Background: an optimization exercise with open tools, aiming at small area. Do not read the settings as production practice.
Only simulation tests tie the RTL to the original design; equivalence was not proved.
The clock port is modelled as an ideal driver; clocking choices that lean on that would not hold on a real chip.
Power and IR drop assume default switching activity.

==> design.v <==
module ticseq (
    input  wire        clk,
    input  wire        rst,         
    input  wire        wr_en,
    input  wire [4:0]  addr,
    input  wire [15:0] wdata,
    output reg  [15:0] rdata,
    output wire        data_o,
    output wire        srclk_o,
    output wire        rclk_o,
    output wire        data_oe,
    output wire        srclk_oe,
    output wire        rclk_oe,
    output wire        irq_o
);
    reg [3:0]  psel;
    reg        ten, ctc, cmie, gie, seqen, patlock;
    reg        cmf, ovr, cfgerr, rej;
    reg [15:0] count;
    reg [15:0] cmp;
    reg [2:0]  pindir;
    reg [7:0]  pat0, pat1, pat2, pat3, pat4, pat5, pat6, pat7;
    reg [9:0]  p;
    reg [5:0]  pos;
    reg [6:0]  shreg;
    reg        dout;
    reg        src;              
    reg [2:0]  idx;
    wire busy    = pos[5] | pos[4] | pos[3] | (pos[2] & pos[1]);
    wire ph_data = (pos == 6'd6)  | (pos == 6'd9)  | (pos == 6'd12) | (pos == 6'd15) |
                   (pos == 6'd18) | (pos == 6'd21) | (pos == 6'd24) | (pos == 6'd27);
    wire ph_slo  = (pos == 6'd8)  | (pos == 6'd11) | (pos == 6'd14) | (pos == 6'd17) |
                   (pos == 6'd20) | (pos == 6'd23) | (pos == 6'd26) | (pos == 6'd29);
    wire first   = (pos == 6'd6);
    wire rclk_q  = (pos == 6'd31) | (pos[5:4] == 2'b10);
    wire last    = &pos;
    reg [6:0] pcp;       
    integer q;
    always @* begin
        pcp[0] = 1'b1;
        for (q = 1; q <= 6; q = q + 1) pcp[q] = pcp[q-1] & pos[q-1];
    end
    assign data_o   = dout;
    assign srclk_o  = ph_slo;
    assign rclk_o   = rclk_q;
    assign data_oe  = pindir[0];
    assign srclk_oe = pindir[1];
    assign rclk_oe  = pindir[2];
    assign irq_o    = cmf & cmie & gie & ~seqen;
    wire [9:0] ctrl_rd = {patlock, seqen, gie, cmie, ctc, ten, psel};
    wire [7:0] ad = 8'd1 << addr[2:0];
    wire [7:0] pat_rd = ({8{ad[0]}} & pat0) | ({8{ad[1]}} & pat1) | ({8{ad[2]}} & pat2) |
                        ({8{ad[3]}} & pat3) | ({8{ad[4]}} & pat4) | ({8{ad[5]}} & pat5) |
                        ({8{ad[6]}} & pat6) | ({8{ad[7]}} & pat7);
    wire s_lo   = (addr[4:3] == 2'b00);
    wire s_ctrl = s_lo & ~addr[2] & ~(addr[1] & addr[0]);
    wire s_stat = s_lo & (addr[2:0] == 3'd3);
    wire s_cnt  = s_lo & (addr[2:0] == 3'd4);
    wire s_cmp  = s_lo & (addr[2:0] == 3'd5);
    wire s_dir  = s_lo & (addr[2:0] == 3'd6);
    wire s_out  = s_lo & (addr[2:0] == 3'd7);
    wire s_pat  = (addr[4:3] == 2'b10);
    always @* begin
        rdata = ({16{s_ctrl}} & {6'b0, ctrl_rd}) |
                ({16{s_stat}} & {8'b0, idx, busy, rej, cfgerr, ovr, cmf}) |
                ({16{s_cnt}}  & count) |
                ({16{s_cmp}}  & cmp) |
                ({16{s_dir}}  & {13'b0, pindir}) |
                ({16{s_out}}  & {13'b0, rclk_q, ph_slo, dout}) |
                ({16{s_pat}}  & {8'b0, pat_rd});
    end
    wire wr     = wr_en & ~rst;
    wire w_ctrl = wr & (addr[4:2] == 3'b000) & ~(addr[1] & addr[0]);
    wire w_stat = wr & (addr == 5'h03);
    wire w_cnt  = wr & (addr == 5'h04);
    wire w_cmp  = wr & (addr == 5'h05);
    wire w_dir  = wr & (addr == 5'h06);
    wire w_cmd  = wr & (addr == 5'h08);
    wire w_pat  = wr & (addr[4:3] == 2'b10);
    wire [7:0] op  = wdata[7:0];
    wire [7:0] arg = wdata[15:8];
    wire op_hi0    = (op[7:3] == 5'd0);
    wire c_init    = w_cmd & op_hi0 & (op[2:0] == 3'd1);
    wire c_cfg     = w_cmd & op_hi0 & (op[2:0] == 3'd2);
    wire c_wb      = w_cmd & op_hi0 & (op[2:0] == 3'd3);
    wire c_sr      = w_cmd & op_hi0 & (op[2:0] == 3'd4);
    wire c_bad     = w_cmd & ~(op_hi0 & (op[2:0] <= 3'd4));
    wire cfg_ok    = (arg[7:2] == 6'b000010) & ~(arg[1] & arg[0]);
    wire cfg_go    = c_cfg & cfg_ok;
    wire host_go   = c_wb & ~busy;
    wire sr_go     = c_sr & ~busy;
    reg [9:0] cd;
    always @* begin
        case (addr[1:0])
            2'd1:    cd = ctrl_rd | wdata[9:0];
            2'd2:    cd = ctrl_rd & ~wdata[9:0];
            default: cd = wdata[9:0];
        endcase
    end
    wire psel_ok = ~cd[3] | (~cd[2] & ~(cd[1] & cd[0]));
    wire psel_we = w_ctrl & psel_ok;
    wire [3:0]  psel_w  = psel_we ? cd[3:0] : psel;
    wire        ten_w   = cfg_go | (w_ctrl ? cd[4] : ten);
    wire        ctc_w   = cfg_go | (w_ctrl ? cd[5] : ctc);
    wire        cmie_w  = cfg_go | (w_ctrl ? cd[6] : cmie);
    wire        gie_w   = w_ctrl ? cd[7] : gie;
    wire        seqen_w = w_ctrl ? cd[8] : seqen;
    wire        cmf_w   = cmf & ~(w_stat & wdata[0]);
    wire        ovr_w   = ovr & ~(w_stat & wdata[1]);
    wire [15:0] cfg_c   = arg[1] ? 16'h3D08 : (arg[0] ? 16'h7A10 : 16'hF420);
    wire [15:0] count_w = w_cnt ? wdata : count;
    wire [15:0] cmp_w   = w_cmp ? wdata : cmp;
    wire dispatch = ~busy & ~host_go & seqen_w & cmie_w & gie_w & cmf_w;
    wire cmf_d    = cmf_w & ~dispatch;
    reg  [7:0] pat_sel;
    always @* begin
        case (idx)
            3'd0: pat_sel = pat0;
            3'd1: pat_sel = pat1;
            3'd2: pat_sel = pat2;
            3'd3: pat_sel = pat3;
            3'd4: pat_sel = pat4;
            3'd5: pat_sel = pat5;
            3'd6: pat_sel = pat6;
            default: pat_sel = pat7;
        endcase
    end
    wire [7:0] ld_byte = host_go ? arg : pat_sel;
    wire       ld      = host_go | first;
    reg  [10:0] pc, ph;
    integer j;
    always @* begin
        pc[0] = 1'b1;
        for (j = 1; j <= 10; j = j + 1) pc[j] = pc[j-1] & p[j-1];
        ph[10] = 1'b0;
        for (j = 9; j >= 0; j = j - 1) ph[j] = ph[j+1] | p[j];
    end
    wire [10:0] pt = pc | ph;
    wire [3:0] ps = psel_w;
    wire t01 = ps[0] ? pt[1] : pt[0];
    wire t23 = ps[0] ? pt[3] : pt[2];
    wire t45 = ps[0] ? pt[5] : pt[4];
    wire t67 = ps[0] ? pt[7] : pt[6];
    wire t89 = ps[0] ? pt[9] : pt[8];
    wire t03 = ps[1] ? t23 : t01;
    wire t47 = ps[1] ? t67 : t45;
    wire t07 = ps[2] ? t47 : t03;
    wire t8a = ps[1] ? pt[10] : t89;
    wire tick_p0 = ps[3] ? t8a : t07;
    wire tick_p = tick_p0 & ~cfg_go;
    wire tick  = ten_w & tick_p;
    wire match = tick & (count_w == cmp_w);
    wire [2:0] pa     = addr[2:0];
    wire       pat_we = w_pat & ~patlock;
    wire [7:0] wd0 = wdata[7:0] & ~{8{rst}};
    wire [7:0] wd1 = wdata[7:0] |  {8{rst}};
    wire [7:0] pe  = ({7'd0, pat_we} << pa) | {8{rst}};
    always @(posedge clk) begin
        if (pe[0]) pat0 <= {wd1[7], wd0[6], wd1[5], wd0[4], wd1[3], wd0[2], wd1[1], wd0[0]};  
        if (pe[1]) pat1 <= {wd0[7], wd1[6], wd0[5], wd1[4], wd0[3], wd1[2], wd0[1], wd1[0]};  
        if (pe[2]) pat2 <= {wd0[7], wd0[6], wd1[5], wd1[4], wd0[3], wd0[2], wd1[1], wd1[0]};  
        if (pe[3]) pat3 <= {wd1[7], wd1[6], wd0[5], wd0[4], wd1[3], wd1[2], wd0[1], wd0[0]};  
        if (pe[4]) pat4 <= {wd1[7:4], wd0[3:0]};                                              
        if (pe[5]) pat5 <= {wd0[7:4], wd1[3:0]};                                              
        if (pe[6]) pat6 <= wd1;                                                               
        if (pe[7]) pat7 <= wd0;                                                               
    end
    wire zero_cnt = rst | cfg_go | (match & ctc_w);
    reg [16:0] cc;
    integer k;
    always @* begin
        cc[0] = 1'b1;
        for (k = 1; k <= 16; k = k + 1) cc[k] = cc[k-1] & count_w[k-1];
    end
    always @(posedge clk) begin
        psel    <= rst ? 4'd0 : (cfg_go ? arg[3:0] : psel_w);
        ten     <= ~rst & ten_w;
        ctc     <= ~rst & ctc_w;
        cmie    <= ~rst & cmie_w;
        gie     <= ~rst & gie_w;
        seqen   <= ~rst & seqen_w;
        patlock <= ~rst & (patlock | (w_ctrl & cd[9]));
        cmf     <= ~rst & (cmf_d | match);
        ovr     <= ~rst & (ovr_w | (match & cmf_d));
        cfgerr  <= ~rst & ((cfgerr & ~(w_stat & wdata[2])) | (c_cfg & ~cfg_ok));
        rej     <= ~rst & ((rej & ~(w_stat & wdata[3])) | ((c_wb | c_sr) & busy) |
                           c_bad | (w_pat & patlock));
        count   <= {16{~zero_cnt}} & (count_w ^ ({16{tick}} & cc[15:0]));
        cmp     <= rst ? 16'h0000 : (cfg_go ? cfg_c : cmp_w);
        pindir  <= {3{~rst}} & (w_dir ? wdata[2:0] : (pindir | {3{c_init}}));
        p       <= {9'd0, ~rst & cfg_go} |
                   ({10{~(rst | cfg_go | tick)}} & (p ^ ({10{ten_w}} & pc[9:0])));
        pos     <= {6{~rst}} & ((pos ^ ({6{busy}} & pcp[5:0])) |
                                {3'b000, host_go | dispatch, host_go | dispatch, host_go});
        if (rst | ld | ph_data)
            dout <= ~rst & (ld ? ld_byte[7] : shreg[6]);
        idx     <= {3{~(rst | sr_go)}} &
                   (idx ^ ({3{last & ~src}} & {idx[1] & idx[0], idx[0], 1'b1}));
    end
    always @(posedge clk) begin
        if (ld)           shreg <= ld_byte[6:0];
        else if (ph_data) shreg <= {shreg[5:0], 1'b0};
        if (host_go | dispatch) src <= host_go;
    end
endmodule
==> flow/run.sh <==
#!/bin/bash
# Own layout flow: the standard ORFS flow with
#  - synthesis as standard.sh runs it, but with an area-oriented ABC script
#    (flow/area.abc) for the combinational mapping; registers are mapped by
#    the same dfflibmap step as in the standard synthesis; adders are left
#    to ABC instead of being mapped to half/full adder cells first;
#  - the smallest buffer on the ports (every port still gets one);
#  - a clock tree of small leaf clock buffers under one strong root buffer,
#    without dummy loads; a leaf buffer whose flip-flops would see a slow
#    clock edge is upsized right after CTS (flow/cts_fix.tcl).
# Each tool's output goes to its own log in this folder (and ORFS's logs
# under orfs/logs/).
set -euo pipefail
W=$(pwd)
export OWN_ABC_SCRIPT="$W/flow/area.abc"
cat flow/abc_override.tcl synth_recipe.tcl > own_synth.tcl

bash standard.sh \
  SYNTH_SCRIPT="$W/own_synth.tcl" \
  ABC_AREA=1 \
  ADDER_MAP_FILE= \
  SLEW_MARGIN=0 CAP_MARGIN=0 GPL_TIMING_DRIVEN=0 \
  POST_CTS_TCL="$W/flow/cts_fix.tcl" \
  BUFFER_PORTS_ARGS="-buffer_cell sky130_fd_sc_hd__buf_1" \
  CTS_ARGS="-sink_clustering_enable -repair_clock_nets -dont_use_dummy_load -root_buf sky130_fd_sc_hd__clkbuf_16 -buf_list sky130_fd_sc_hd__clkbuf_4" \
  finish > "$W/orfs_make.log" 2>&1
==> flow/abc_override.tcl <==
# Run Yosys's abc with this flow's own ABC script (area-oriented mapping)
# in place of the one ORFS's synth.tcl names; every other argument (liberty,
# dont_use cells, constraints, -D) stays as ORFS gives it.
proc abc {args} {
  set i [lsearch -exact $args -script]
  if { $i >= 0 && [info exists ::env(OWN_ABC_SCRIPT)] } {
    lset args [expr { $i + 1 }] $::env(OWN_ABC_SCRIPT)
  }
  yosys abc {*}$args
}
==> flow/area.abc <==
strash
&get -n
&fraig -x
&put
dc2
strash
&get -n
&dch -f
&nf -R 1000
&put
topo
dnsize
==> flow/cts_fix.tcl <==
# After CTS: upsize any leaf clock buffer whose flip-flop clock pins would see
# a slow edge, so every flip-flop's clock slew stays well inside the limit.
estimate_parasitics -placement
set limit 0.105
set resized 0
foreach inst [get_cells -filter "ref_name == sky130_fd_sc_hd__clkbuf_4"] {
  set out [get_pins -of_objects $inst -filter "direction == output"]
  set worst 0.0
  foreach pin [get_pins -of_objects [get_nets -of_objects $out] -filter "direction == input"] {
    foreach e {rise fall} {
      set s [get_property $pin slew_max_$e]
      if {$s > $worst} { set worst $s }
    }
  }
  if {$worst > $limit} {
    puts "cts_fix: [get_full_name $inst] worst sink slew $worst ns -> clkbuf_8"
    replace_cell $inst sky130_fd_sc_hd__clkbuf_8
    incr resized
  }
}
puts "cts_fix: resized $resized leaf clock buffers"
if {$resized > 0} {
  detailed_placement
  check_placement -verbose
  estimate_parasitics -placement
}
==> standard.sh <==
#!/bin/bash
# synth_recipe.tcl (not shown) runs the flow's synth.tcl, then flattens the netlist and writes it again
# the make line also repeats each setting of config.mk as NAME=value (left out here)
make -C /OpenROAD-flow-scripts/flow DESIGN_CONFIG=/design/flow/config.mk WORK_HOME=/design/flow/orfs CLKGATE_MAP_FILE= SYNTH_SCRIPT=/design/flow/synth_recipe.tcl "${@:-finish}"
==> config.mk <==
export PLATFORM = sky130hd
export DESIGN_NAME = ticseq
export DESIGN_NICKNAME = ticseq
export VERILOG_FILES = /design/flow/design.v
export SDC_FILE = /design/flow/constraint.sdc
export NUM_CORES = 4
export LEC_CHECK = 0
export CAP_MARGIN = 20
export CORE_MARGIN = 2
export CORE_UTILIZATION = 40
export SLEW_MARGIN = 20
==> constraint.sdc <==
create_clock -name core_clock -period 10.0 [get_ports {clk}]
set_input_delay 2.0000 -clock core_clock [delete_from_list [all_inputs] [get_ports {clk}]]
set_output_delay 2.0000 -clock core_clock [all_outputs]
set_load 0.01 [all_outputs]
==> flow_summary_export.csv, run 1 <==
group,metric,value,unit
run_status,status,"failed layout checks",
run_status,so_faults,"max-capacitance violations, max-slew violations",
floorplanning,initial_utilization,41.15,%
drt,vias,6116,
sta,post-route-min-period,8.786,ns
sta,hold_ws,0.5045,ns
drt,first_iter_violations,1045,
placement,place_ws,0.8498,ns
min_path,min_path_type,"reg2reg",
drt,post-route-drc-count,0,
synthesis,synth_flop_cell,"edfxtp_1",
setup_path,required,10.25,ns
layout,nets,771,
synthesis,ys_types,47,
pwr,p_leak,2.738,nW
setup_path,critPathMaxFanout,12,
setup_path,cpMaxStageDelayCell,"nor4_1",
sta,rsz0062_at_grt,"no",
global_routing,grt_overflow,0,
layout,drive_gt1_share,4.027,%
cts,cts_tree,"built",
floorplanning,placementRows,47,
floorplanning,pin_count,47,
global_routing,use_met1,32.86,%
sta,final_hold_viol_count,0,
sta,finalSetupViolations,0,
run,cap_viol_max_count,1,
synthesis,async_flop_share,0,%
floorplanning,die_height,134.9,µm
drt,dr.pass1.iters,9,
global_routing,antenna_found_initial,0,
sta,skew,0.03219,ns
synthesis,synthCells,673,
layout,finish.utilization,45.47,%
layout,diodes,0,
drt,avgViaCountPerCell,6.338,
drt,post_drt_wl_per_cell,23.01,µm
global_routing,busiest_layer,"met2",
placement,gp_congestion,0.8415,
sta,setup_ws,1.214,ns
layout,layout.cells.non_filler,965,
sta,max_freq,113.8,MHz
setup_path,cp-start-kind,"input port",
floorplanning,die_x,134.9,µm
drt,postRouteWirelength,22.21,mm
cts,clk_pin_slew_worst_paths,0.10,ns
floorplanning,die-area,18190,µm²
layout,layout_common_cells,"edfxtp_1, dfxtp_1, nand2_1",
sta,fin_setup_tns,0,ns
synthesis,synth_nets,697,
placement,numPortBuffers,46,
pwr,vdd_ir_drop_max,0.08171,mV
drt,final_antenna_net_count,0,
layout,layout_commonest_cell,"edfxtp_1",
synthesis,synth.top_cell.area_share,32.01,%
synthesis,synth-edff-count,73,
synthesis,yosysWarnings,1,
sta,tightest_slew,1.565,ns
global_routing,grt_use_total,24.60,%
global_routing,met2_usage,38.69,%
placement,dp_hpwl,15.61,mm
cts,clkSinkCount,141,
cts,clk_latency,0.38,ns
placement,dp.cells,947,
synthesis,synthTopCellsByArea,"edfxtp_1, dfxtp_1, a222oi_1",
sta,drv_slew,10,
sta,relSlewSlack,-5.141,%
sta,fin_crit_sh,87.86,%
synthesis,synth-seq-cells,141,
floorplanning,core_area,16640,µm²
global_routing,grt_pass1_vias,5835,
synthesis,synth_top_area_cell,"edfxtp_1",
pwr,power_density,135.2,nW/µm²
global_routing,grt_pass1_wl,33.25,mm
layout,syn2layout_area_growth,10.49,%
setup_path,max_stage_delay,0.78,ns
synthesis,avgSynthCellArea,10.18,µm²
global_routing,grt_util_met3,5.368,%
setup_path,worstPathArrival,9.04,ns
setup_path,worstSetupEndpointType,"register",
synthesis,seq_area_frac_synth,51.88,%
synthesis,netlist_area,6849,µm²
global_routing,grt_max_degree,41,
setup_path,criticalPathCategory,"in2reg",
==> layout make-up <==
cell class / instances / area, µm²
fillers: 1554 / 9075
repair buffers: 55 / 252.7
flip-flops and latches: 141 / 3553
clock buffers: 17 / 170.2
well taps: 220 / 275.3
inverters: 13 / 48.80
multi-input cells: 519 / 3267
==> per-layer routing <==
layer	vias up	part of all wire, %	routed length (µm)
met5	-	0	0
met4	0	2.3	512
met3	46	9.2	2047
met2	346	46	10320
met1	2946	42	9330
li1	2778	-	-
==> logic make-up (layout without fill, tap and decap cells) <==
group           count (synthesis)  after routing  synth area share, %
mux                            34             34                5.097
buf+inv                        13             85               0.7125
xor+xnor                       20             20                2.558
simple gates                  292            292                21.36
compound gates                173            173                18.40
flops                         141            141                51.88
==> state kept, by name, indices dropped and copies added, names as in the netlist, 3 cells and up <==
signal and cells:
pat7 8, psel 4, pat4 8, pindir 3
idx 3, cmp 16, pat5 8, pat0 8
count 16, pat3 8, pat1 8, p 10
shreg 7, pat2 8, pos 6, pat6 8
==> synth_stat cells, types with 3 or more instances <==
master	number
and2_0	17
edfxtp_1	73
o21ai_0	33
a211oi_1	4
a21oi_1	30
nor2_1	66
or2_0	13
a222oi_1	38
nor3_1	27
and3b_1	3
nor2b_1	19
a221oi_1	4
a221o_1	5
or3_1	4
a22o_1	11
nor4_1	7
a22oi_1	19
xor2_1	9
clkinv_1	13
mux2i_1	27
o22ai_1	5
nor3b_1	9
dfxtp_1	68
a31oi_1	9
nand2b_1	9
xnor2_1	11
mux2_1	7
nand3_1	28
a21o_1	4
and3_1	14
nand2_1	67
==> path summary, 6_finish.rpt <==
check,start,end,slack [ns],cells after the start
worst max-delay path,addr[2],count[15],1.21,28
worst min-delay path,p[7],p[7],0.50,2
worst max register to register,psel[3],count[15],3.84,25
worst min register to register,p[7],p[7],0.50,2
==> critical path: cells and delay by family <==
kind	cells	cell delay, ns
AO/OA/AOI/OAI	5	0.63
buffers and inverters	3	0.91
multiplexers	1	0.50
AND/OR/NAND/NOR	18	4.81
XOR/XNOR	1	0.17
==> stage by stage <==
step,total power [mW],area (µm²)
6_report,1.023,7567
2_1_floorplan,0.6958,6849
5_1_grt,1.053,7567
3_3_place_gp,0.7362,7297
3_5_place_dp,0.7426,7381
==> where the power goes <==
group          switching [mW]  total (mW)  internal, mW
logic                  0.0604      0.0847        0.0243
registers              0.0151       0.648         0.633
clock network           0.180       0.290         0.110
total                   0.256        1.02         0.768
==> inputs of run 2 (changes only) <==
--- a/flow/run.sh
+++ b/flow/run.sh
@@ -19,7 +19,6 @@
   SYNTH_SCRIPT="$W/own_synth.tcl" \
   ABC_AREA=1 \
   ADDER_MAP_FILE= \
-  SLEW_MARGIN=0 CAP_MARGIN=0 GPL_TIMING_DRIVEN=0 \
   POST_CTS_TCL="$W/flow/cts_fix.tcl" \
   BUFFER_PORTS_ARGS="-buffer_cell sky130_fd_sc_hd__buf_1" \
   CTS_ARGS="-sink_clustering_enable -repair_clock_nets -dont_use_dummy_load -root_buf sky130_fd_sc_hd__clkbuf_16 -buf_list sky130_fd_sc_hd__clkbuf_4" \
==> run 2 against run 1 <==
Net effect:
- the run now finishes clean
- cell area up 0.17%
- largest cell class unchanged
- hold slack worse by 0.0066 ns
- cell count up 0.41%
- largest power group unchanged
- global-route usage up 0.80 points
- non-clock buffer count grew 4
==> flow_summary_export.csv, run 2 <==
group,metric,value,unit
setup_path,cp-start-kind,"input port",
pwr,power.switching,0.2520,mW
setup_path,criticalPathCategory,"in2reg",
floorplanning,die_height,134.9,µm
floorplanning,initial_utilization,41.15,%
floorplanning,core_area,16640,µm²
setup_path,required,10.21,ns
layout,layout.cells.non_filler,969,
pwr,p_sw_share,24.94,%
sta,tightest_slew,1.124,ns
sta,max_freq,122.2,MHz
sta,final_hold_viol_count,0,
drt,dr.pass1.iters,6,
floorplanning,pin_count,47,
placement,dp.cells,952,
setup_path,cpMaxStageDelayCell,"nor4_1",
synthesis,synthCells,673,
synthesis,yosysWarnings,1,
layout,diodes,0,
synthesis,synth.most_common_cell,"edfxtp_1",
layout,drive_gt1_share,4.806,%
global_routing,grt_overflow,0,
layout,nets,775,
sta,relSlewSlack,24.76,%
drt,first_iter_violations,1042,
floorplanning,die_x,134.9,µm
drt,final_antenna_net_count,0,
synthesis,async_flop_share,0,%
pwr,seq_power_share,64.2,%
layout,reg_top3,"cmp (16), count (16), p (10)",
synthesis,synth-seq-cells,141,
global_routing,antenna_found_initial,0,
layout,layout_commonest_cell,"edfxtp_1",
sta,setup_ws,1.820,ns
drt,vias,6177,
synthesis,synth_flop_cell,"edfxtp_1",
synthesis,ys_types,47,
synthesis,synth_nets,697,
global_routing,grt_use_total,25.39,%
pwr,p_leak,2.751,nW
drt,post-route-drc-count,0,
sta,fin_setup_tns,0,ns
sta,finalSetupViolations,0,
synthesis,avgSynthCellArea,10.18,µm²
sta,fin_crit_sh,81.80,%
pwr,internal_power,0.7585,mW
synthesis,netlist_area,6849,µm²
pwr,power_density,133.3,nW/µm²
setup_path,worstSetupEndpointType,"register",
placement,numPortBuffers,46,
drt,post_drt_wl_per_cell,23.18,µm
min_path,min_path_type,"reg2reg",
synthesis,synth_top_area_cell,"edfxtp_1",
pwr,clockPowerShare,27.6,%
synthesis,synth.top_cell.area_share,32.01,%
synthesis,synthTopCellsByArea,"edfxtp_1, dfxtp_1, a222oi_1",
cts,cts_tree,"built",
floorplanning,die-area,18190,µm²
setup_path,max_stage_delay,0.58,ns
setup_path,path_buf_inv,3,
layout,nFillCells,1565,
placement,gp_congestion,0.9045,
setup_path,critPathMaxFanout,12,
synthesis,synth-edff-count,73,
placement,dp_hpwl,15.73,mm
cts,clk_latency,0.38,ns
floorplanning,placementRows,47,
run_status,status,"complete, no violations",
setup_path,cpLargestDelayFamily,"simple AND/OR/NAND/NOR gates",
sta,skew,0.03511,ns
setup_path,ff2ff_setup_slack,4.34,ns
layout,layout_common_cells,"edfxtp_1, dfxtp_1, nand2_1",
pwr,p_comb_share,8.3,%
sta,drv_slew,0,
setup_path,worstPathArrival,8.39,ns
synthesis,seq_area_frac_synth,51.88,%
drt,postRouteWirelength,22.46,mm
cts,clk_pin_slew_worst_paths,0.09,ns
layout,syn2layout_area_growth,10.67,%
global_routing,grt_pass1_vias,5920,
global_routing,grt_pass1_wl,34.39,mm
sta,rsz0062_at_grt,"no",
drt,avgViaCountPerCell,6.375,
pwr,vdd_ir_drop_max,0.08045,mV
sta,post-route-min-period,8.180,ns
synthesis,synth_common_cells,"edfxtp_1, dfxtp_1, nand2_1, nor2_1, a222oi_1",
run,cap_viol_max_count,0,
global_routing,grt_max_degree,40,
cts,clkSinkCount,141,
placement,place_ws,1.619,ns
[run 2: cell families (layout without fill, tap and decap cells)]
| family | Yosys count | in the layout | synth area share, % |
|---|---|---|---|
| AND/OR/NAND/NOR | 292 | 292 | 21.36 |
| AO/OA/AOI/OAI | 173 | 173 | 18.40 |
| flip-flops | 141 | 141 | 51.88 |
| multiplexers | 34 | 34 | 5.097 |
| XOR/XNOR | 20 | 20 | 2.558 |
| buffers and inverters | 13 | 89 | 0.7125 |
[run 2: worst paths after layout]
| path | cells after the start | to | from |
|---|---|---|---|
| min | 2 | ovr | ovr |
| max | 28 | count[15] | addr[2] |
| min reg2reg | 2 | ovr | ovr |
| max reg2reg | 25 | count[15] | psel[3] |
[run 2: area by class of cell]
type | instances | area [µm²] | share of cell area [%]
repair buffers | 59 | 271.5 | 3.582
multi-input cells | 519 | 3273 | 43.18
inverters | 13 | 48.80 | 0.6438
well taps | 220 | 275.3 | 3.632
clock buffers | 17 | 157.7 | 2.080
flip-flops and latches | 141 | 3553 | 46.88
[run 2: layer usage]
metal | track usage [%] | wire length, µm | up-vias | part of all wire [%]
li1 | - | - | 2783 | -
met1 | 34.48 | 9321 | 2977 | 41
met2 | 39.28 | 10380 | 365 | 46
met3 | 6.644 | 2249 | 52 | 10
met4 | 9.006 | 512 | 0 | 2.3
met5 | 0 | 0 | - | 0
[run 2: power groups by stage]
stage | Combinational (mW) | Clock, mW | Sequential (mW)
global route | 0.0890 | 0.308 | 0.650
global placement | 0.0798 | 0 | 0.659
floorplan | 0.0411 | 0 | 0.655
finish | 0.0834 | 0.279 | 0.649
detailed placement | 0.0808 | 0 | 0.660
[run 2: metrics by stage]
| step | hold WS, ns | cell area (µm²) | total power, mW | util [%] |
|---|---|---|---|---|
| finish | 0.4980 | 7580 | 1.011 | 45.55 |
| detailed placement | 0.4773 | 7415 | 0.7412 | 44.55 |
| global placement | 0.4797 | 7411 | 0.7392 | 44.53 |
| floorplan | 0.4553 | 6849 | 0.6958 | - |
| global route | 0.5335 | 7580 | 1.048 | 45.55 |
[run 2: worst min-delay path: cells and delay by family, from the launching register on]
kind               cells  cell delay (ns)
DFF                    1             0.33
AOI/OAI and AO/OA      1             0.06
and+or+nand+nor        1             0.07
==> inputs of run 3 (changes only) <==
--- a/flow/run.sh
+++ b/flow/run.sh
@@ -1,7 +1,8 @@
 #!/bin/bash
 # Own layout flow: the standard ORFS flow with
-#  - synthesis as standard.sh runs it, but with an area-oriented ABC script
-#    (flow/area.abc) for the combinational mapping; registers are mapped by
+#  - synthesis as standard.sh runs it, but with area-oriented ABC scripts
+#    (flow/abc*.abc, the smallest of their mappings is kept) for the
+#    combinational mapping; registers are mapped by
 #    the same dfflibmap step as in the standard synthesis; adders are left
 #    to ABC instead of being mapped to half/full adder cells first;
 #  - the smallest buffer on the ports (every port still gets one);
@@ -12,7 +13,7 @@
 # under orfs/logs/).
 set -euo pipefail
 W=$(pwd)
-export OWN_ABC_SCRIPT="$W/flow/area.abc"
+export OWN_ABC_SCRIPTS="$W/flow/abc1.abc $W/flow/abc2.abc $W/flow/abc3.abc $W/flow/abc4.abc $W/flow/abc5.abc"
 cat flow/abc_override.tcl synth_recipe.tcl > own_synth.tcl
 
 bash standard.sh \
==> flow/abc1.abc (new file) <==
strash
&get -n
&fraig -x
&put
dc2
strash
&get -n
&dch -f
&nf -R 1000
&put
topo
dnsize
==> flow/abc2.abc (new file) <==
strash
&get -n
&fraig -x
&put
dc2
strash
&get -n
&dch -f -C 5000
&nf -R 2000 -C 32
&put
topo
dnsize
==> flow/abc3.abc (new file) <==
strash
&get -n
&fraig -x
&put
dc2
strash
&get -n
&dc2
&dch -f
&nf -R 1000
&put
topo
dnsize
==> flow/abc4.abc (new file) <==
strash
&get -n
&fraig -x
&put
dc2
strash
&get -n
&dch -f
&nf -p -R 1000
&put
topo
dnsize
==> flow/abc5.abc (new file) <==
strash
&get -n
&fraig -x
&put
dc2
strash
&get -n
&dch -f
&nf -R 1000
&put
strash
&get -n
&dch -f
&nf -R 1000
&put
topo
dnsize
==> flow/abc_override.tcl (replaced) <==
# Run Yosys's abc with this flow's own area-oriented ABC scripts in place of
# the one ORFS's synth.tcl names; every other argument (liberty, dont_use
# cells, constraints, -D) stays as ORFS gives it. Each script in
# OWN_ABC_SCRIPTS maps the same netlist; the mapping with the smallest cell
# area is kept. Registers are not touched by abc (they are mapped before).
proc abc {args} {
  set i [lsearch -exact $args -script]
  if { $i < 0 || ![info exists ::env(OWN_ABC_SCRIPTS)] } {
    yosys abc {*}$args
    return
  }
  set j [lsearch -exact $args -liberty]
  set lib [lindex $args [expr { $j + 1 }]]
  yosys design -save own_pre_abc
  set best ""
  set best_area 1e30
  foreach script $::env(OWN_ABC_SCRIPTS) {
    yosys design -load own_pre_abc
    lset args [expr { $i + 1 }] $script
    yosys abc {*}$args
    yosys tee -q -o $::env(OBJECTS_DIR)/own_abc_area.txt stat -liberty $lib
    set f [open $::env(OBJECTS_DIR)/own_abc_area.txt r]
    set text [read $f]
    close $f
    if { [regexp {Chip area for module '[^']*': ([0-9.]+)} $text -> area] } {
      puts "own_abc: $script area $area"
      if { $area < $best_area } {
        set best_area $area
        set best $script
      }
    }
  }
  puts "own_abc: keeping $best (area $best_area)"
  yosys design -load own_pre_abc
  lset args [expr { $i + 1 }] $best
  yosys abc {*}$args
}
removed: flow/area.abc
==> run 3 against run 2 <==
Net effect:
- still clean on timing, DRC and antenna
- sequential share of layout area is 0.16 points higher
- clock power grew 5%
- synthesized cell count is 1.5% lower
- critical path type unchanged
- highest routed layer unchanged
==> flow_summary_export.csv, run 3 <==
group,metric,value,unit
run_status,status,"complete, no violations",
pwr,power_density,135.2,nW/µm²
sta,hold_ws,0.5160,ns
setup_path,r2r-start,"psel[3]",
drt,first_iter_violations,1115,
setup_path,required,10.26,ns
cts,clk_pin_slew_worst_paths,0.10,ns
pwr,power.switching,0.2515,mW
sta,finalSetupViolations,0,
pwr,seq_power_share,63.5,%
layout,reg_top3,"cmp (16), count (16), p (10)",
synthesis,synth.most_common_cell,"edfxtp_1",
pwr,fin_total_pwr,1.022,mW
layout,syn2layout_area_growth,10.67,%
pwr,p_leak,2.690,nW
placement,dp.cells,940,
synthesis,synth_top_area_cell,"edfxtp_1",
floorplanning,placementRows,47,
layout,layout.cells.non_filler,957,
sta,fin_setup_tns,0,ns
setup_path,path_buf_inv,3,
min_path,min_path_type,"reg2reg",
synthesis,synth-seq-cells,141,
placement,placed_area,7373,µm²
floorplanning,die_x,134.6,µm
setup_path,worstSetupEndpointType,"register",
setup_path,crit_start,"addr[2]",
placement,gp_congestion,0.9190,
drt,post-route-drc-count,0,
synthesis,avgSynthCellArea,10.30,µm²
synthesis,async_flop_share,0,%
drt,post_drt_wl_per_cell,23.39,µm
synthesis,synthCells,663,
layout,design_area,7555,µm²
layout,nFillCells,1564,
synthesis,synth_flop_cell,"edfxtp_1",
sta,rsz0062_at_grt,"no",
run,cap_viol_max_count,0,
sta,fin_crit_sh,80.28,%
floorplanning,initial_utilization,41.02,%
drt,final_antenna_net_count,0,
cts,clk_latency,0.38,ns
min_path,worstHoldStart,"p[7]",
setup_path,max_stage_delay,0.59,ns
layout,finish.utilization,45.40,%
placement,dp_hpwl,15.88,mm
setup_path,worstPathArrival,8.29,ns
synthesis,synth_common_cells,"edfxtp_1, dfxtp_1, nor2_1, nand2_1, a222oi_1",
global_routing,grt_use_total,24.64,%
pwr,p_comb_share,7.9,%
sta,drv_slew,0,
setup_path,critPathMaxFanout,12,
synthesis,netlist_area,6827,µm²
cts,clkSinkCount,141,
sta,final_hold_viol_count,0,
synthesis,synth-edff-count,73,
pwr,p_sw_share,24.62,%
synthesis,seq_area_frac_synth,52.05,%
global_routing,antenna_found_initial,0,
setup_path,criticalPathCategory,"in2reg",
sta,tightest_slew,1.107,ns
sta,skew,0.02830,ns
placement,numPortBuffers,46,
placement,place_ws,1.731,ns
synthesis,synth_nets,687,
global_routing,grt_max_degree,41,
layout,layout_commonest_cell,"edfxtp_1",
pwr,internal_power,0.7701,mW
layout,drive_gt1_share,4.342,%
sta,setup_ws,1.972,ns
pwr,clockPowerShare,28.6,%
layout,diodes,0,
synthesis,synthTopCellsByArea,"edfxtp_1, dfxtp_1, a222oi_1",
setup_path,cp_common_cell,"nor2_1",
layout,layout_common_cells,"edfxtp_1, nor2_1, dfxtp_1",
floorplanning,die_height,134.6,µm
sta,max_freq,124.6,MHz
drt,postRouteWirelength,22.38,mm
floorplanning,pin_count,47,
global_routing,grt_pass1_wl,33.57,mm
sta,relSlewSlack,25.90,%
global_routing,grt_overflow,0,
setup_path,cp-start-kind,"input port",
layout,nets,763,
sta,post-route-min-period,8.028,ns
floorplanning,die-area,18130,µm²
setup_path,cpMaxStageDelayCell,"nor4_1",
global_routing,grt_pass1_vias,5880,
setup_path,cpLargestDelayFamily,"simple AND/OR/NAND/NOR gates",
drt,dr.pass1.iters,8,
floorplanning,core_area,16640,µm²
cts,cts_tree,"built",
drt,vias,6165,
pwr,vdd_ir_drop_max,0.08111,mV
synthesis,yosysWarnings,1,
drt,avgViaCountPerCell,6.442,
synthesis,ys_types,46,
synthesis,synth.top_cell.area_share,32.11,%
run 3: power groups by stage:
stage / clock network [mW] / logic (mW) / registers (mW)
6_report: 0.292 / 0.0809 / 0.649
5_1_grt: 0.315 / 0.0860 / 0.650
3_5_place_dp: 0 / 0.0785 / 0.661
3_3_place_gp: 0 / 0.0773 / 0.659
2_1_floorplan: 0 / 0.0398 / 0.655
run 3: cell type report:
cell class | count | area (µm²) | area share, %
multi-input cells | 509 | 3244 | 42.94
clock buffers | 17 | 176.4 | 2.335
well taps | 220 | 275.3 | 3.644
flip-flops and latches | 141 | 3553 | 47.04
inverters | 13 | 48.80 | 0.6459
repair buffers | 57 | 256.5 | 3.395
run 3: kinds of logic (layout without fill, tap and decap cells):
group | after synthesis | in the layout | synth area share, %
XOR/XNOR | 18 | 18 | 2.310
AND/OR/NAND/NOR | 280 | 280 | 20.71
multiplexers | 34 | 34 | 5.150
AO/OA/AOI/OAI | 177 | 177 | 19.06
flip-flops | 141 | 141 | 52.05
buffers and inverters | 13 | 87 | 0.7149
run 3: worst min-delay path, delay by kind of cell, from the launching register on:
kind | cells | cell delay (ns)
simple gates | 2 | 0.15
flops | 1 | 0.33
run 3: final timing paths:
check              endpoint  slack [ns]  depth (start not counted)
hold / removal         p[7]        0.52                          2
setup reg to reg  count[15]        4.42                         25
hold reg to reg        p[7]        0.52                          2
setup / recovery  count[15]        1.97                         28
run 3: layer usage:
metal	vias up	global-route usage (%)	routed length (µm)
met5	-	0	0
met3	60	6.419	2392
met4	0	8.713	615
met2	404	39.85	10440
li1	2761	-	-
met1	2940	32.03	8937
==> inputs of run 4 (changes only) <==
--- a/design.v
+++ b/design.v
@@ -26,10 +26,11 @@
     reg        dout;
     reg        src;              
     reg [2:0]  idx;
-    wire busy    = pos[5] | pos[4] | pos[3] | (pos[2] & pos[1]);
-    wire ph_data = (pos == 6'd6)  | (pos == 6'd9)  | (pos == 6'd12) | (pos == 6'd15) |
+    wire busy    = |pos;    
+    wire ph_data = (pos == 6'd3)  | (pos == 6'd6)  | (pos == 6'd9)  | (pos == 6'd12) | (pos == 6'd15) |
                    (pos == 6'd18) | (pos == 6'd21) | (pos == 6'd24) | (pos == 6'd27);
-    wire ph_slo  = (pos == 6'd8)  | (pos == 6'd11) | (pos == 6'd14) | (pos == 6'd17) |
+    wire ph_slo  = (pos == 6'd2)  | (pos == 6'd5)  |
+                   (pos == 6'd8)  | (pos == 6'd11) | (pos == 6'd14) | (pos == 6'd17) |
                    (pos == 6'd20) | (pos == 6'd23) | (pos == 6'd26) | (pos == 6'd29);
     wire first   = (pos == 6'd6);
     wire rclk_q  = (pos == 6'd31) | (pos[5:4] == 2'b10);
==> run 4 against run 3 <==
Net effect:
- combinational power increased by 26%
- wire length up 1.7%
- clock skew increased by 0.00068 ns
- die area fell by 0.25%
- fmax is 5.6% higher
- core utilization is 0.15 points higher
- critical path type unchanged
- largest cell class unchanged
- highest routed layer unchanged
==> flow_summary_export.csv, run 4 <==
group,metric,value,unit
setup_path,critPathMaxFanout,12,
synthesis,synthCells,662,
floorplanning,die_height,134.5,µm
synthesis,synthTopCellsByArea,"edfxtp_1, dfxtp_1, a222oi_1",
pwr,fin_total_pwr,1.038,mW
sta,max_freq,131.6,MHz
synthesis,synth.top_cell.area_share,32.19,%
drt,post-route-drc-count,0,
global_routing,grt_max_degree,41,
placement,numPortBuffers,46,
synthesis,synth_top_area_cell,"edfxtp_1",
setup_path,worstSetupEndpointType,"register",
global_routing,grt_overflow,0,
pwr,vdd_ir_drop_max,0.07904,mV
layout,drive_gt1_share,4.755,%
global_routing,grt_pass1_wl,34.47,mm
synthesis,yosysWarnings,1,
sta,post-route-min-period,7.599,ns
sta,rsz0062_at_grt,"no",
sta,tightest_slew,1.111,ns
drt,first_iter_violations,927,
synthesis,synth_nets,686,
layout,reg_top3,"cmp (16), count (16), p (10)",
synthesis,seq_area_frac_synth,52.19,%
sta,fin_crit_sh,75.99,%
synthesis,synth_flop_cell,"edfxtp_1",
drt,vias,6173,
cts,clkSinkCount,141,
setup_path,cp-start-kind,"input port",
layout,syn2layout_area_growth,10.92,%
layout,nets,762,
floorplanning,initial_utilization,41.06,%
synthesis,netlist_area,6809,µm²
sta,relSlewSlack,25.63,%
min_path,min_path_type,"reg2reg",
setup_path,required,10.25,ns
setup_path,criticalPathCategory,"in2reg",
run_status,status,"complete, no violations",
floorplanning,die_x,134.5,µm
synthesis,ys_types,48,
setup_path,worstPathArrival,7.85,ns
placement,gp_congestion,0.9240,
placement,dp_hpwl,15.97,mm
synthesis,synth_common_cells,"edfxtp_1, nor2_1, dfxtp_1, nand2_1, a222oi_1",
synthesis,synth-edff-count,73,
cts,cts_tree,"built",
drt,avgViaCountPerCell,6.457,
synthesis,synth.most_common_cell,"edfxtp_1",
floorplanning,core_area,16580,µm²
layout,diodes,0,
sta,drv_slew,0,
synthesis,avgSynthCellArea,10.29,µm²
global_routing,antenna_found_initial,0,
sta,fin_setup_tns,0,ns
sta,finalSetupViolations,0,
drt,postRouteWirelength,22.77,mm
run,cap_viol_max_count,0,
sta,final_hold_viol_count,0,
pwr,p_leak,2.708,nW
cts,clk_pin_slew_worst_paths,0.09,ns
drt,final_antenna_net_count,0,
sta,skew,0.02898,ns
floorplanning,placementRows,47,
global_routing,grt_use_total,25.75,%
layout,layout_common_cells,"edfxtp_1, nor2_1, dfxtp_1",
layout,layout_commonest_cell,"edfxtp_1",
global_routing,grt_pass1_vias,5807,
floorplanning,pin_count,47,
cts,clk_latency,0.38,ns
synthesis,async_flop_share,0,%
floorplanning,die-area,18080,µm²
drt,dr.pass1.iters,9,
drt,post_drt_wl_per_cell,23.81,µm
pwr,power_density,137.4,nW/µm²
synthesis,synth-seq-cells,141,
## run 4: changes by cell type after synthesis, sizes merged, moves of 3 or more
cell	previous run	this run
nor3	25	32
o22ai	5	1
a22o	9	6
nand2	60	63
or2	13	10
o21ai	34	37
clkinv	13	8
nand2b	8	5
nor2b	17	21
## run 4: routing by layer
layer	part of all wire [%]	track usage, %	routed length [µm]
met5	0	0	0
met4	2.9	9.942	654
met3	11	6.269	2421
met2	44	38.61	10090
met1	42	36.08	9600
## run 4: worst paths after layout
check                           startpoint         to  slack, ns  cells after the start
worst min register to register        p[7]       p[7]       0.50                      2
worst max register to register     psel[2]  count[15]       4.50                     26
worst max-delay path               addr[2]  count[15]       2.40                     27
worst min-delay path                  p[7]       p[7]       0.50                      2
## run 4: stage by stage
stage	hold WS [ns]	instance area (µm²)	utilization, %	setup slack [ns]	cells
2_1_floorplan	0.4562	6809	-	3.149	662
3_3_place_gp	0.4799	7367	44.42	2.352	939
3_5_place_dp	0.4948	7375	44.47	2.144	939
5_1_grt	0.5379	7552	45.54	1.650	956
6_report	0.5024	7552	45.54	2.401	956
## run 4: kinds of logic after synthesis
logic type	synth area share, %
and+or+nand+nor	20.54
AOI/OAI and AO/OA	19.22
DFF	52.19
muxes	5.164
xor gates and xnor gates	2.444
buffers and inverters	0.4410
## run 4: final cells by class
cell class	count	area [µm²]
clock buffer	17	170.2
fill	1639	9031
inverter	8	30.03
multi-input combinational	513	3267
sequential	141	3553
tap	220	275.3
timing repair buffer	57	256.5
## run 4: worst max-delay path: stages
cell,delay [ns]
buf_1,0.26
clkinv_1,0.28
and3_1,0.52
nand2_1,0.14
nor2_1,0.36
mux2i_1,0.56
o21ai_0,0.18
nand2_1,0.10
o21ai_0,0.10
a21oi_1,0.16
o311ai_0,0.28
or2_0,0.36
nor2_1,0.19
and2_0,0.21
nand2_1,0.11
nor3_1,0.34
and2_0,0.24
nand2_1,0.10
nor2_1,0.20
and3_1,0.23
and2_0,0.17
clkinv_1,0.09
nor2_1,0.18
nand2_1,0.10
nor2_1,0.17
xor2_1,0.16
nor2_1,0.06
## run 4: power breakdown
group	switching, mW	internal (mW)	total, mW
clock	0.175	0.110	0.285
combinational	0.0731	0.0285	0.102
sequential	0.0161	0.635	0.651
==> inputs of run 5 (changes only) <==
--- a/flow/run.sh
+++ b/flow/run.sh
@@ -20,6 +20,7 @@
   SYNTH_SCRIPT="$W/own_synth.tcl" \
   ABC_AREA=1 \
   ADDER_MAP_FILE= \
+  CORE_UTILIZATION=65 GPL_TIMING_DRIVEN=0 \
   POST_CTS_TCL="$W/flow/cts_fix.tcl" \
   BUFFER_PORTS_ARGS="-buffer_cell sky130_fd_sc_hd__buf_1" \
   CTS_ARGS="-sink_clustering_enable -repair_clock_nets -dont_use_dummy_load -root_buf sky130_fd_sc_hd__clkbuf_16 -buf_list sky130_fd_sc_hd__clkbuf_4" \
==> run 5 against run 4 <==
Net effect:
- fmax fell by 6.7%
- die area fell by 37%
- register-to-register slack got worse by 0.24 ns
- area after synthesis did not move
- sequential cell count did not move
- wire length fell by 9.3%
- still clean
- sequential share of layout area rose by 0.73 points
- synthesized cell count did not move
- clock-buffer cell count did not move
- non-clock buffer count fell by 1
==> flow_summary_export.csv, run 5 <==
group,metric,value,unit
sta,post-route-min-period,8.148,ns
synthesis,yosysWarnings,1,
global_routing,grt_pass1_wl,31.92,mm
layout,drive_gt1_share,5.034,%
run,cap_viol_max_count,0,
synthesis,synthCells,662,
placement,gp_congestion,0.9030,
synthesis,synth_top_area_cell,"edfxtp_1",
sta,skew,0.02813,ns
global_routing,grt_max_degree,31,
pwr,vdd_ir_drop_max,0.1024,mV
synthesis,synth.top_cell.area_share,32.19,%
cts,clk_latency,0.37,ns
layout,diodes,0,
synthesis,async_flop_share,0,%
layout,nets,761,
pwr,fin_total_pwr,1.026,mW
layout,syn2layout_area_growth,9.225,%
synthesis,synth_flop_cell,"edfxtp_1",
placement,numPortBuffers,46,
sta,final_hold_viol_count,0,
synthesis,seq_area_frac_synth,52.19,%
sta,finalSetupViolations,0,
cts,clkSinkCount,141,
setup_path,critPathMaxFanout,18,
synthesis,netlist_area,6809,µm²
global_routing,grt_overflow,0,
drt,final_antenna_net_count,0,
synthesis,synth-seq-cells,141,
global_routing,antenna_found_initial,0,
drt,postRouteWirelength,20.65,mm
pwr,power_density,138.0,nW/µm²
min_path,whs_path_depth,2,
sta,max_freq,122.7,MHz
setup_path,criticalPathCategory,"in2reg",
layout,layout_commonest_cell,"edfxtp_1",
drt,dr.pass1.iters,13,
min_path,min_path_type,"reg2reg",
sta,relSlewSlack,22.41,%
sta,tightest_slew,1.159,ns
floorplanning,die_height,106.4,µm
layout,layout_common_cells,"edfxtp_1, nor2_1, dfxtp_1",
drt,avgViaCountPerCell,7.242,
global_routing,grt_pass1_vias,5801,
layout,reg_top3,"cmp (16), count (16), p (10)",
drt,post_drt_wl_per_cell,23.71,µm
floorplanning,core_area,10230,µm²
floorplanning,die-area,11310,µm²
pwr,p_leak,2.707,nW
global_routing,grt_use_total,37.55,%
floorplanning,initial_utilization,66.55,%
floorplanning,pin_count,47,
synthesis,synth_common_cells,"edfxtp_1, nor2_1, dfxtp_1, nand2_1, a222oi_1",
synthesis,ys_types,48,
synthesis,synth_nets,686,
synthesis,synth.most_common_cell,"edfxtp_1",
synthesis,synthTopCellsByArea,"edfxtp_1, dfxtp_1, a222oi_1",
setup_path,reg2regPathDepth,26,
synthesis,synth-edff-count,73,
floorplanning,placementRows,37,
setup_path,cp-start-kind,"input port",
setup_path,worstPathArrival,8.37,ns
cts,clk_pin_slew_worst_paths,0.09,ns
sta,fin_crit_sh,81.48,%
synthesis,avgSynthCellArea,10.29,µm²
drt,first_iter_violations,1133,
floorplanning,die_x,106.4,µm
sta,drv_slew,0,
drt,post-route-drc-count,0,
sta,rsz0062_at_grt,"no",
setup_path,required,10.22,ns
cts,cts_tree,"built",
setup_path,worstSetupEndpointType,"register",
run_status,status,"complete, no violations",
placement,dp_hpwl,14.55,mm
drt,vias,6308,
sta,fin_setup_tns,0,ns
run 5: cell counts after synthesis:
Identical to the previous run, type by type.
run 5: power by group:
part / switching [mW] / internal [mW] / total, mW
registers: 0.0163 / 0.635 / 0.651
clock network: 0.172 / 0.102 / 0.274
logic: 0.0718 / 0.0293 / 0.101
total: 0.261 / 0.766 / 1.03
run 5: through the flow:
stage / hold WS, ns / instances / setup WS (ns) / area, µm² / util (%)
global placement: 0.4824 / 844 / 1.066 / 7152 / 69.90
finish: 0.5016 / 871 / 1.852 / 7437 / 72.69
detailed placement: 0.4864 / 854 / 1.729 / 7259 / 70.96
global route: 0.5571 / 871 / 1.388 / 7437 / 72.69
floorplan: 0.4562 / 662 / 3.149 / 6809 / -
run 5: layout make-up:
class / instances / area, µm²
Tap cell: 136 / 170.2
Clock buffer: 17 / 157.7
Fill cell: 785 / 2794
Multi-Input combinational cell: 513 / 3274
Timing Repair Buffer: 56 / 251.5
Inverter: 8 / 30.03
Sequential cell: 141 / 3553
run 5: logic make-up after synthesis:
group,count (synthesis),share of synthesized area [%]
xor+xnor,19,2.444
buf+inv,8,0.4410
flops,141,52.19
mux,34,5.164
compound gates,178,19.22
simple gates,282,20.54
run 5: routing by layer:
| layer | wire [µm] | vias up | global-route usage [%] |
|---|---|---|---|
| met2 | 9270 | 535 | 58.06 |
| met5 | 0 | - | 0 |
| li1 | - | 2759 | - |
| met1 | 7894 | 2916 | 51.65 |
| met3 | 2668 | 98 | 9.013 |
| met4 | 817 | 0 | 14.00 |
run 5: path summary, 6_finish.rpt:
check	from	end	slack (ns)
worst max register to register	psel[2]	count[15]	4.26
worst min-delay path	p[7]	p[7]	0.50
worst max-delay path	addr[2]	count[15]	1.85
worst min register to register	p[7]	p[7]	0.50
run 5: worst max-delay path: stages:
cell and delay (ns):
buf_1 0.25, nor3_2 0.73, nand4b_1 0.23, nor2b_1 0.18, nor2b_1 0.34, nand2_1 0.13
or3_1 0.64, and2_0 0.30, a21oi_1 0.13, o311ai_0 0.32, or2_0 0.37, nor2_1 0.19
and2_0 0.23, nand2_1 0.13, nor3_1 0.37, and2_0 0.25, nand2_1 0.10, nor2_1 0.23
and3_1 0.24, and2_0 0.17, clkinv_1 0.11, nor2_1 0.18, nand2_1 0.10, nor2_1 0.21
xor2_1 0.17, nor2_1 0.05
==> inputs of run 6 (changes only) <==
--- a/flow/run.sh
+++ b/flow/run.sh
@@ -20,7 +20,7 @@
   SYNTH_SCRIPT="$W/own_synth.tcl" \
   ABC_AREA=1 \
   ADDER_MAP_FILE= \
-  CORE_UTILIZATION=65 GPL_TIMING_DRIVEN=0 \
+  CORE_UTILIZATION=65 SLEW_MARGIN=10 CAP_MARGIN=10 \
   POST_CTS_TCL="$W/flow/cts_fix.tcl" \
   BUFFER_PORTS_ARGS="-buffer_cell sky130_fd_sc_hd__buf_1" \
   CTS_ARGS="-sink_clustering_enable -repair_clock_nets -dont_use_dummy_load -root_buf sky130_fd_sc_hd__clkbuf_16 -buf_list sky130_fd_sc_hd__clkbuf_4" \
==> run 6 against run 5 <==
Net effect:
- critical endpoint unchanged
- sequential cell count did not move
- cell count rose by 0.57%
- cell area barely moved
- critical path depth rose by 1
- clock power barely moved
- first-iteration DRC count did not move
==> flow_summary_export.csv, run 6 <==
group,metric,value,unit
run_status,status,"complete, no violations",
setup_path,required,10.26,ns
global_routing,use_met1,49.70,%
setup_path,cpLargestDelayFamily,"simple AND/OR/NAND/NOR gates",
setup_path,criticalPathCategory,"in2reg",
synthesis,avgSynthCellArea,10.29,µm²
synthesis,async_flop_share,0,%
global_routing,grt_use_total,37.20,%
drt,post-route-drc-count,0,
layout,syn2layout_area_growth,9.243,%
synthesis,netlist_area,6809,µm²
setup_path,cp_common_cell,"nor2_1",
setup_path,worstPathArrival,8.00,ns
sta,finalSetupViolations,0,
cts,clkSinkCount,141,
floorplanning,die_height,106.4,µm
min_path,whs_path_depth,2,
cts,cts_tree,"built",
drt,final_antenna_net_count,0,
setup_path,cpMaxStageDelayCell,"or3_1",
drt,post_drt_wl_per_cell,23.64,µm
synthesis,seq_area_frac_synth,52.19,%
floorplanning,core_area,10230,µm²
sta,final_hold_viol_count,0,
global_routing,busiest_layer,"met2",
setup_path,rr_endpoint,"count[15]",
drt,postRouteWirelength,20.71,mm
placement,gp_congestion,0.9635,
cts,clk_latency,0.36,ns
cts,clk_pin_slew_worst_paths,0.10,ns
global_routing,met2_usage,56.04,%
floorplanning,die_x,106.4,µm
layout,layout_commonest_cell,"edfxtp_1",
sta,rsz0062_at_grt,"no",
layout,reg_top3,"cmp (16), count (16), p (10)",
synthesis,synthCells,662,
sta,tightest_slew,1.156,ns
synthesis,synth-seq-cells,141,
layout,drive_gt1_share,4.730,%
drt,first_iter_violations,1133,
synthesis,synth_top_area_cell,"edfxtp_1",
sta,skew,0.03128,ns
layout,layout.cells.non_filler,876,
setup_path,cp-start-kind,"input port",
setup_path,max_stage_delay,0.63,ns
setup_path,r2r-start,"psel[3]",
sta,relSlewSlack,22.38,%
synthesis,synth.top_cell.area_share,32.19,%
sta,post-route-min-period,7.739,ns
global_routing,grt_overflow,0,
setup_path,worstSetupEndpointType,"register",
layout,seq_area,3553,µm²
synthesis,ys_types,48,
setup_path,critPathMaxFanout,41,
setup_path,reg2regPathDepth,26,
floorplanning,die-area,11310,µm²
sta,max_freq,129.2,MHz
min_path,min_path_type,"reg2reg",
drt,dr.pass1.iters,8,
floorplanning,initial_utilization,66.55,%
layout,nets,766,
layout,layout_common_cells,"edfxtp_1, nor2_1, dfxtp_1",
min_path,worst_hold_path.endpoint,"p[7]",
placement,dp.cells,859,
synthesis,synthTopCellsByArea,"edfxtp_1, dfxtp_1, a222oi_1",
placement,dp_hpwl,14.50,mm
global_routing,grt_pass1_wl,31.67,mm
synthesis,synth_flop_cell,"edfxtp_1",
sta,fin_crit_sh,77.39,%
setup_path,ff2ff_setup_slack,4.54,ns
layout,multi_input_comb_area,3241,µm²
sta,drv_slew,0,
layout,nFillCells,772,
global_routing,grt_util_met3,10.55,%
run,cap_viol_max_count,0,
pwr,power_density,137.5,nW/µm²
synthesis,synth_common_cells,"edfxtp_1, nor2_1, dfxtp_1, nand2_1, a222oi_1",
global_routing,antenna_found_initial,1,
floorplanning,placementRows,37,
min_path,worstHoldStart,"p[7]",
synthesis,synth-edff-count,73,
drt,vias,6293,
floorplanning,pin_count,47,
layout,diodes,0,
synthesis,synth_nets,686,
pwr,vdd_ir_drop_max,0.1111,mV
synthesis,yosysWarnings,1,
drt,avgViaCountPerCell,7.184,
synthesis,synth.most_common_cell,"edfxtp_1",
placement,numPortBuffers,46,
global_routing,grt_max_degree,42,
pwr,p_leak,2.717,nW
setup_path,path_buf_inv,3,
sta,fin_setup_tns,0,ns
global_routing,grt_pass1_vias,5951,
==> run 6: cell counts after synthesis <==
Identical to the previous run, type by type.
==> run 6: cell type report <==
class / instances / area share, %
sequential: 141 / 47.77
multi-input combinational: 513 / 43.57
timing repair buffer: 61 / 3.852
tap: 136 / 2.288
clock buffer: 17 / 2.119
inverter: 8 / 0.4037
==> run 6: metrics by stage <==
| stage | area, µm² | hold WS, ns | power, mW | worst slack (ns) | util (%) |
|---|---|---|---|---|---|
| after floorplan | 6809 | 0.4562 | 0.7103 | 3.149 | - |
| after global placement | 7281 | 0.4844 | 0.7553 | 2.528 | 71.16 |
| after detailed placement | 7281 | 0.4841 | 0.7591 | 2.017 | 71.16 |
| after global routing | 7438 | 0.5234 | 1.052 | 1.795 | 72.70 |
| final | 7438 | 0.4980 | 1.023 | 2.261 | 72.70 |
==> run 6: how the worst max path moves through the flow <==
stage / startpoint / endpoint / slack, ns / cells after the start
6_report: rst / count[15] / 2.26 / 27
2_1_floorplan: addr[0] / count[15] / 3.15 / 25
3_5_place_dp: rst / count[15] / 2.02 / 27
5_1_grt: rst / count[15] / 1.80 / 27
3_3_place_gp: rst / count[15] / 2.53 / 27
==> run 6: power by group <==
group	switching [mW]	internal [mW]	leakage, nW
registers	0.0174	0.635	1.25
clock network	0.170	0.102	0.0911
logic	0.0691	0.0291	1.37
total	0.257	0.766	2.72
==> run 6: kinds of logic (layout without fill, tap and decap cells) <==
group	count (synthesis)	after routing	synth area share [%]
simple gates	282	282	20.54
mux	34	34	5.164
xor+xnor	19	19	2.444
flops	141	141	52.19
buf+inv	8	86	0.4410
compound gates	178	178	19.22
==> run 6: per-layer routing <==
metal / up-vias / part of all wire, %
li1: 2766 / -
met1: 2941 / 37
met2: 503 / 45
met3: 81 / 14
met4: 2 / 4.2
met5: - / 0.063
==> run 6: worst register-to-register path, cell delays in order, from the launching register on <==
cell      delay (ns)
dfxtp_1         0.34
nor3b_1         0.15
a21oi_1         0.20
a21oi_1         0.07
nor2_1          0.31
mux2i_1         0.52
o21ai_0         0.17
nand2_1         0.10
o21ai_0         0.08
a21oi_1         0.14
o311ai_0        0.28
or2_0           0.37
nor2_1          0.21
and2_0          0.23
nand2_1         0.13
nor3_1          0.32
and2_0          0.24
nand2_1         0.10
nor2_1          0.20
and3_1          0.22
and2_0          0.18
clkinv_1        0.10
nor2_1          0.21
nand2_1         0.11
nor2_1          0.19
xor2_1          0.16
nor2_1          0.05
==> inputs of run 7 (changes only) <==
--- a/flow/run.sh
+++ b/flow/run.sh
@@ -20,7 +20,7 @@
   SYNTH_SCRIPT="$W/own_synth.tcl" \
   ABC_AREA=1 \
   ADDER_MAP_FILE= \
-  CORE_UTILIZATION=65 SLEW_MARGIN=10 CAP_MARGIN=10 \
+  CORE_UTILIZATION=65 \
   POST_CTS_TCL="$W/flow/cts_fix.tcl" \
   BUFFER_PORTS_ARGS="-buffer_cell sky130_fd_sc_hd__buf_1" \
   CTS_ARGS="-sink_clustering_enable -repair_clock_nets -dont_use_dummy_load -root_buf sky130_fd_sc_hd__clkbuf_16 -buf_list sky130_fd_sc_hd__clkbuf_4" \
==> run 7 against run 6 <==
Net effect:
- setup slack did not move
- hold slack did not move
- fmax did not move
- area after synthesis unchanged
- die area unchanged
- register-to-register slack is essentially flat
- via count stayed put
- global-route usage unchanged
- highest routed layer unchanged
- sequential cell count unchanged
==> flow_summary_export.csv, run 7 <==
group,metric,value,unit
placement,placed_area,7281,µm²
synthesis,seq_area_frac_synth,52.19,%
cts,cts_tree,"built",
synthesis,synthTopCellsByArea,"edfxtp_1, dfxtp_1, a222oi_1",
pwr,power.switching,0.2566,mW
sta,setup_ws,2.261,ns
synthesis,async_flop_share,0,%
sta,rsz0062_at_grt,"no",
sta,hold_ws,0.4980,ns
sta,tightest_slew,1.156,ns
sta,fin_setup_tns,0,ns
layout,nFillCells,772,
cts,clk_pin_slew_worst_paths,0.10,ns
pwr,p_comb_share,9.6,%
synthesis,synth-edff-count,73,
pwr,internal_power,0.7659,mW
drt,avgViaCountPerCell,7.184,
sta,post-route-min-period,7.739,ns
drt,first_iter_violations,1133,
global_routing,antenna_found_initial,1,
layout,design_area,7438,µm²
min_path,min_path_type,"reg2reg",
synthesis,avgSynthCellArea,10.29,µm²
placement,dp_hpwl,14.50,mm
global_routing,grt_pass1_wl,31.67,mm
pwr,seq_power_share,63.8,%
setup_path,cp-start-kind,"input port",
sta,finalSetupViolations,0,
setup_path,criticalPathCategory,"in2reg",
setup_path,ff2ff_setup_slack,4.54,ns
layout,diodes,0,
floorplanning,initial_utilization,66.55,%
global_routing,grt_use_total,37.20,%
global_routing,grt_overflow,0,
synthesis,synthCells,662,
sta,drv_slew,0,
synthesis,synth_nets,686,
setup_path,worstSetupEndpointType,"register",
pwr,p_sw_share,25.10,%
placement,gp_congestion,0.9635,
floorplanning,pin_count,47,
setup_path,critPathMaxFanout,41,
layout,nets,766,
synthesis,synth.top_cell.area_share,32.19,%
run,cap_viol_max_count,0,
layout,layout_common_cells,"edfxtp_1, nor2_1, dfxtp_1",
layout,drive_gt1_share,4.730,%
pwr,power_density,137.5,nW/µm²
floorplanning,die_height,106.4,µm
drt,vias,6293,
synthesis,synth-seq-cells,141,
sta,final_hold_viol_count,0,
layout,layout_commonest_cell,"edfxtp_1",
drt,postRouteWirelength,20.71,mm
pwr,p_leak,2.717,nW
pwr,vdd_ir_drop_max,0.1111,mV
drt,final_antenna_net_count,0,
drt,post-route-drc-count,0,
synthesis,ys_types,48,
floorplanning,die_x,106.4,µm
cts,clkSinkCount,141,
global_routing,grt_pass1_vias,5951,
floorplanning,placementRows,37,
synthesis,synth.most_common_cell,"edfxtp_1",
sta,relSlewSlack,22.38,%
drt,dr.pass1.iters,8,
placement,numPortBuffers,46,
floorplanning,core_area,10230,µm²
synthesis,yosysWarnings,1,
cts,clk_latency,0.36,ns
synthesis,synth_flop_cell,"edfxtp_1",
layout,syn2layout_area_growth,9.243,%
synthesis,synth_common_cells,"edfxtp_1, nor2_1, dfxtp_1, nand2_1, a222oi_1",
layout,reg_top3,"cmp (16), count (16), p (10)",
setup_path,required,10.26,ns
sta,max_freq,129.2,MHz
pwr,clockPowerShare,26.6,%
placement,place_ws,2.017,ns
drt,post_drt_wl_per_cell,23.64,µm
global_routing,grt_max_degree,42,
floorplanning,die-area,11310,µm²
sta,fin_crit_sh,77.39,%
sta,skew,0.03128,ns
synthesis,synth_top_area_cell,"edfxtp_1",
run_status,status,"complete, no violations",
setup_path,worstPathArrival,8.00,ns
synthesis,netlist_area,6809,µm²
## run 7: cell counts after synthesis
No cell type changed its count.
## run 7: kinds of logic after synthesis
family | synth area share [%]
simple gates | 20.54
compound gates | 19.22
buf+inv | 0.4410
mux | 5.164
xor+xnor | 2.444
flops | 52.19
## run 7: power groups by stage
stage	registers (mW)	clock network, mW	logic (mW)
finish	0.653	0.272	0.0982
global route	0.654	0.293	0.104
detailed placement	0.664	0	0.0949
global placement	0.663	0	0.0928
floorplan	0.658	0	0.0524
## run 7: area by class of cell
cell class	count	area [µm²]	share of cell area, %
tap	136	170.2	2.288
clock buffer	17	157.7	2.119
multi-input combinational	513	3241	43.57
timing repair buffer	61	286.5	3.852
inverter	8	30.03	0.4037
sequential	141	3553	47.77
## run 7: metrics by stage
step / std cells / total power [mW] / util [%]
2_1_floorplan: 662 / 0.7103 / -
3_3_place_gp: 859 / 0.7553 / 71.16
5_1_grt: 876 / 1.052 / 72.70
3_5_place_dp: 859 / 0.7591 / 71.16
6_report: 876 / 1.023 / 72.70
## run 7: metal layers
layer | global-route usage, % | share of wire (%)
met5 | 0 | 0.063
met4 | 17.76 | 4.2
met3 | 10.55 | 14
met2 | 56.04 | 45
met1 | 49.70 | 37
## run 7: final timing paths
check,startpoint,endpoint,cells after the start
setup reg to reg,psel[3],count[15],26
setup / recovery,rst,count[15],27
hold reg to reg,p[7],p[7],2
hold / removal,p[7],p[7],2
## run 7: critical path, cell delays in order
cell and delay (ns):
clkbuf_2 0.08, buf_4 0.26, nor2b_1 0.48, nand4b_1 0.19
nor2b_1 0.20, nor2b_1 0.31, nand2_1 0.13, or3_1 0.63
and2_0 0.29, a21oi_1 0.11, o311ai_0 0.28, or2_0 0.37
nor2_1 0.21, and2_0 0.23, nand2_1 0.13, nor3_1 0.32
and2_0 0.24, nand2_1 0.10, nor2_1 0.20, and3_1 0.22
and2_0 0.18, clkinv_1 0.10, nor2_1 0.21, nand2_1 0.11
nor2_1 0.19, xor2_1 0.16, nor2_1 0.05

-- separate check: timing with driven ports --
No port has a modelled driver above. Below, the same layouts with a new extraction and two added sets of constraints. Step 1 sets driving cells, clkbuf_16 on the clock port and buf_2 on the other inputs (assumed; they add their load-dependent delay and slew). Step 2 also shifts input and output timing later by t, the mid clock arrival at the registers, as if the neighbouring blocks saw the same clock. Slacks: ideal / step 1 / step 2; pairs: ideal / step 1.
run	t (ns)	setup slack, ns	worst register clock-pin slew, ns
run 1	0.412	1.214 / 1.231 / 0.819	0.10 / 0.10
run 2	0.406	1.820 / 1.801 / 1.395	0.11 / 0.11
run 3	0.406	1.972 / 1.960 / 1.554	0.10 / 0.10
run 4	0.415	2.401 / 2.416 / 2.001	0.10 / 0.10
run 5	0.395	1.852 / 1.870 / 1.475	0.11 / 0.11
run 6	0.389	2.261 / 2.280 / 1.891	0.10 / 0.10
run 7	0.389	2.261 / 2.280 / 1.891	0.10 / 0.10
For run 2, which loses most, drivers alone change the setup slack by -0.019 ns; drivers and shift together by -0.425 ns.
